Background: an optimization exercise with open tools, aiming at small area, a short achievable clock period and few clock cycles. Do not read the settings as production practice. At most, simulation tests tie the RTL to the original design; equivalence was not proved. Power figures rest on the tool's default switching activity, not on a simulated workload.

v6:
==> module dust_tx, before the edit <==
module dust_tx (
    input  wire        clk,
    input  wire        rst,
    input  wire        enable,
    input  wire [15:0] poly,
    input  wire [7:1]  d,
    input  wire        hdr_valid,
    input  wire [1:0]  opcode,
    input  wire [1:0]  len_code,
    input  wire        ack,
    input  wire [10:0] pkt_num,
    output reg         hdr_ready,
    input  wire        in_valid,
    input  wire [7:0]  in_data,
    output reg         in_ready,
    output reg         out_valid,
    output reg  [7:0]  out_data,
    output reg         out_last,
    input  wire        out_ready
);
    localparam O_IDLE = 2'd0;
    localparam O_HDR  = 2'd1;
    localparam O_PAY  = 2'd2;
    localparam O_CRC  = 2'd3;
    reg        in_pay;       
    reg        hpend;        
    reg [15:0] hi16;         
    reg        sv;           
    reg        sl;           
    reg [1:0]  ost;
    reg [1:0]  hcnt;
    reg [15:0] crc;
    wire [15:0] crc_next;
    dust_crc_step u_step (.poly(poly), .d(d), .crc(crc), .b(out_data), .crc_next(crc_next));
    wire hacc  = hdr_valid && hdr_ready;
    wire pacc  = in_valid && in_ready;
    wire plast = (hi16[15:8] == 8'd0);
    wire ofree = !out_valid || out_ready;
    wire xfer  = out_valid && out_ready;
    wire st_idle = (ost == O_IDLE);
    wire st_hdr  = (ost == O_HDR);
    wire st_pay  = (ost == O_PAY);
    wire st_crc  = (ost == O_CRC);
    wire start   = st_idle && hpend && enable;
    wire hdr_end = st_hdr && (hcnt == 2'd3);
    wire       load      = start || st_hdr || st_crc || (st_pay && (sv || pacc));
    wire       pay_last  = sv ? sl : plast;
    wire [7:0] pay_data  = sv ? hi16[7:0] : in_data;
    wire [7:0] load_data = st_pay ? pay_data : st_crc ? crc_next[15:8] : hi16[15:8];
    wire hdr_free = !in_pay && !hpend && !sv;
    wire skid_in  = in_pay && !sv && st_pay;
    wire take = st_pay && ofree;
    wire sv_n     = (sv || pacc) && !take;
    wire in_pay_n = hacc || (in_pay && !(pacc && plast));
    wire hpend_n  = hacc || (hpend && !(start && ofree));
    always @(posedge clk) begin
        if (rst) begin
            in_pay    <= 1'b0;
            hpend     <= 1'b0;
            sv        <= 1'b0;
            hdr_ready <= 1'b1;
            in_ready  <= 1'b0;
            ost       <= O_IDLE;
            out_valid <= 1'b0;
            crc       <= 16'h0000;
        end else begin
            in_pay    <= in_pay_n;
            hpend     <= hpend_n;
            sv        <= sv_n;
            hdr_ready <= !in_pay_n && !hpend_n && !sv_n;
            in_ready  <= in_pay_n && !sv_n && (st_pay || (hdr_end && ofree));
            if (xfer)
                crc <= crc_next;
            if (ofree) begin
                out_valid <= load;
                if (start)
                    ost <= O_HDR;
                else if (hdr_end)
                    ost <= O_PAY;
                else if (st_pay && load && pay_last)
                    ost <= O_CRC;
                else if (st_crc && hcnt == 2'd1)
                    ost <= O_IDLE;
            end
        end
    end
    always @(posedge clk) begin
        if (hdr_free)
            hi16 <= {opcode, len_code, ack, pkt_num};
        else if (ofree && hdr_end)
            hi16[15:8] <= (8'd32 << hi16[5:4]) - 8'd1;
        else if (ofree && (start || st_hdr))
            hi16 <= {hi16[7:0], ~hi16[15:8]};
        else begin
            if (pacc)
                hi16[15:8] <= hi16[15:8] - 8'd1;
            if (skid_in)
                hi16[7:0] <= in_data;
        end
        if (skid_in)
            sl <= plast;
        out_data <= ({8{ofree}} & load_data) | ({8{!ofree}} & out_data);
        if (ofree) begin
            out_last <= st_crc && (hcnt == 2'd1);
            if (start)
                hcnt <= 2'd1;
            else if (st_hdr || st_crc)
                hcnt <= hcnt + 2'd1;
        end
    end
endmodule
==> module dust_rx, before the edit <==
module dust_rx (
    input  wire        clk,
    input  wire        rst,
    input  wire        enable,
    input  wire [15:0] poly,
    input  wire [7:1]  d,
    input  wire        in_valid,
    input  wire [7:0]  in_data,
    output reg         in_ready,
    output reg         res_valid,
    output reg         res_hdr_ok,
    output reg         res_crc_ok,
    output wire [31:0] res_hdr,
    output wire [15:0] res_residue
);
    reg        rv;           
    reg [7:0]  rd;
    reg        pend;         
    reg        body;         
    reg        first;        
    reg [1:0]  hcnt;
    reg [31:0] hdr_word;     
    reg [15:0] crc;
    assign res_hdr     = hdr_word;
    assign res_residue = crc;
    wire [15:0] crc_base = first ? 16'h0000 : crc;
    wire [15:0] crc_next;
    dust_crc_step u_step (.poly(poly), .d(d), .crc(crc_base), .b(rd), .crc_next(crc_next));
    wire        half_ok  = (rd == ~hdr_word[15:8]);
    wire        hdr_good = res_hdr_ok && half_ok;
    wire [1:0]  hdr_len  = hdr_word[21:20];
    wire [8:0]  cnt      = hdr_word[8:0];
    wire hdr_end  = !body && (hcnt == 2'd3);
    wire body_end = body && (cnt == 9'd0);
    wire end_good = rv && body_end;
    wire end_bad  = rv && hdr_end && !hdr_good;
    wire take     = in_valid && in_ready;
    wire take_end = body && (rv ? (cnt == 9'd1) : (cnt == 9'd0));
    always @(posedge clk) begin
        if (rst) begin
            rv        <= 1'b0;
            in_ready  <= 1'b0;
            pend      <= 1'b0;
            body      <= 1'b0;
            first     <= 1'b1;
            hcnt      <= 2'd0;
            res_valid <= 1'b0;
        end else begin
            rv        <= take;
            in_ready  <= enable && !(take && take_end);
            pend      <= end_good;
            res_valid <= pend || end_bad;
            if (rv) begin
                first <= end_good || end_bad;
                if (!body) begin
                    hcnt <= hcnt + 2'd1;
                    if (hdr_end && hdr_good)
                        body <= 1'b1;
                end else if (body_end)
                    body <= 1'b0;
            end
        end
    end
    always @(posedge clk) begin
        rd <= in_data;
        crc <= ({16{rv}} & crc_next) | ({16{!rv}} & crc);
        if (rv) begin
            if (!body) begin
                hdr_word <= {hdr_word[23:0], rd};
                if (hcnt == 2'd2)
                    res_hdr_ok <= half_ok;
                if (hcnt == 2'd3)
                    res_hdr_ok <= hdr_good;
                if (hdr_end && hdr_good)
                    hdr_word[8:0] <= (9'd32 << hdr_len) + 9'd1;
            end else if (body_end)
                hdr_word[8:0] <= ~hdr_word[24:16];
            else
                hdr_word[8:0] <= cnt - 9'd1;
        end
        if (pend)
            res_crc_ok <= res_hdr_ok && (crc == 16'h0000);
        else if (end_bad)
            res_crc_ok <= 1'b0;
    end
endmodule
==> flow/config.mk <==
export PLATFORM = sky130hd
export DESIGN_NAME = dust_frame_engine
export DESIGN_NICKNAME = dust_frame_engine
export VERILOG_FILES = /design/flow/design.v
export SDC_FILE = /design/flow/constraint.sdc
export NUM_CORES = 4
export LEC_CHECK = 0
export CAP_MARGIN = 20
export CELL_PAD_IN_SITES_DETAIL_PLACEMENT = 1
export CELL_PAD_IN_SITES_GLOBAL_PLACEMENT = 2
export CORE_MARGIN = 2
export CORE_UTILIZATION = 50
export CTS_BUF_LIST = sky130_fd_sc_hd__clkbuf_8
export PLACE_DENSITY = 0.65
export SLEW_MARGIN = 20
export SYNTH_MEMORY_MAX_BITS = 8192
==> flow/constraint.sdc <==
create_clock -name core_clock -period 10.0 [get_ports {clk}]
set_input_delay 2.0000 -clock core_clock [delete_from_list [all_inputs] [get_ports {clk}]]
set_output_delay 2.0000 -clock core_clock [all_outputs]
set_load 0.01 [all_outputs]
standard.sh (not shown) runs the stock make flow with config.mk's settings and CLKGATE_MAP_FILE= SYNTH_SCRIPT=/design/flow/synth_recipe.tcl, a recipe that flattens the netlist after the stock synthesis.
==> flow/flow/run.sh <==
#!/bin/bash
# Layout flow: the standard flow with ports buffered by buf_1 and the
# timing repair aiming for 6.5 ns of setup slack.
bash standard.sh finish BUFFER_PORTS_ARGS="-buffer_cell sky130_fd_sc_hd__buf_1" SETUP_SLACK_MARGIN=6.5 > standard.log 2>&1
#### Input delta (v7 over v6)
--- a/flow/design.v
+++ b/flow/design.v
@@ -160,14 +160,14 @@
                 hi16[15:8] <= hi16[15:8] - 8'd1;
             if (skid_in)
                 hi16[7:0] <= in_data;
         end
         if (skid_in)
             sl <= plast;
-        out_data <= ({8{ofree}} & load_data) | ({8{!ofree}} & out_data);
         if (ofree) begin
+            out_data <= load_data;
             out_last <= st_crc && (hcnt == 2'd1);
             if (start)
                 hcnt <= 2'd1;
             else if (st_hdr || st_crc)
                 hcnt <= hcnt + 2'd1;
         end
@@ -235,14 +235,14 @@
                     body <= 1'b0;
             end
         end
     end
     always @(posedge clk) begin
         rd <= in_data;
-        crc <= ({16{rv}} & crc_next) | ({16{!rv}} & crc);
         if (rv) begin
+            crc <= crc_next;
             if (!body) begin
                 hdr_word <= {hdr_word[23:0], rd};
                 if (hcnt == 2'd2)
                     res_hdr_ok <= half_ok;
                 if (hcnt == 2'd3)
                     res_hdr_ok <= hdr_good;
### Flow results
- On number of DRC markers after the initial detailed-route iteration, v7 does worse than v6.
- Diff v6 -> v7: power per cell area rose by 14 nW/um2; required time of the critical path decreased 2.22 ns; via count was more or less identical; combined buffer and inverter count along the critical path went down; detail-routed net length per standard cell increased about 4.3%.
- v6 has a lower clock group share of total power than v7.
- The setup slack of v7 is smaller than that of v6.
- According to the power report, total power for v7 is higher than for v6.
- Sort v7 and v6 by sequential share of layout area asc -> top: v7
Testbench counts of v7, summed over its fixed seeds: cycles 13,079.
For v6, only the layout was checked, not whether the RTL still works.

## separate check: timing with driven ports
Ports are ideal in the flow. The routed layouts listed here were re-timed in OpenROAD.
Step 1, drivers: a clkbuf_16 drives clk and a buf_2 each remaining input, both assumed.
Step 2 also shifts input and output timing later by t, the mid clock arrival at the registers, as if the neighbouring blocks saw the same clock.
Slacks: ideal ports / drivers / drivers and shift; pairs: ideal ports / drivers.
run | t (ns) | setup WS [ns] | clock arrival spread, ns | worst data-port slew with drivers (ns) | pins driven straight from the clock port
v6 | 0.511 | 6.637 / 6.656 / 6.145 | 0.023 / 0.024 | 0.07 | 1
v7 | 0.504 | 6.588 / 6.543 / 6.227 | 0.020 / 0.021 | 0.06 | 1
After both steps every run listed still meets setup and hold. For v6, which loses most, drivers alone change the setup slack by +0.019 ns; drivers and shift together by -0.492 ns.
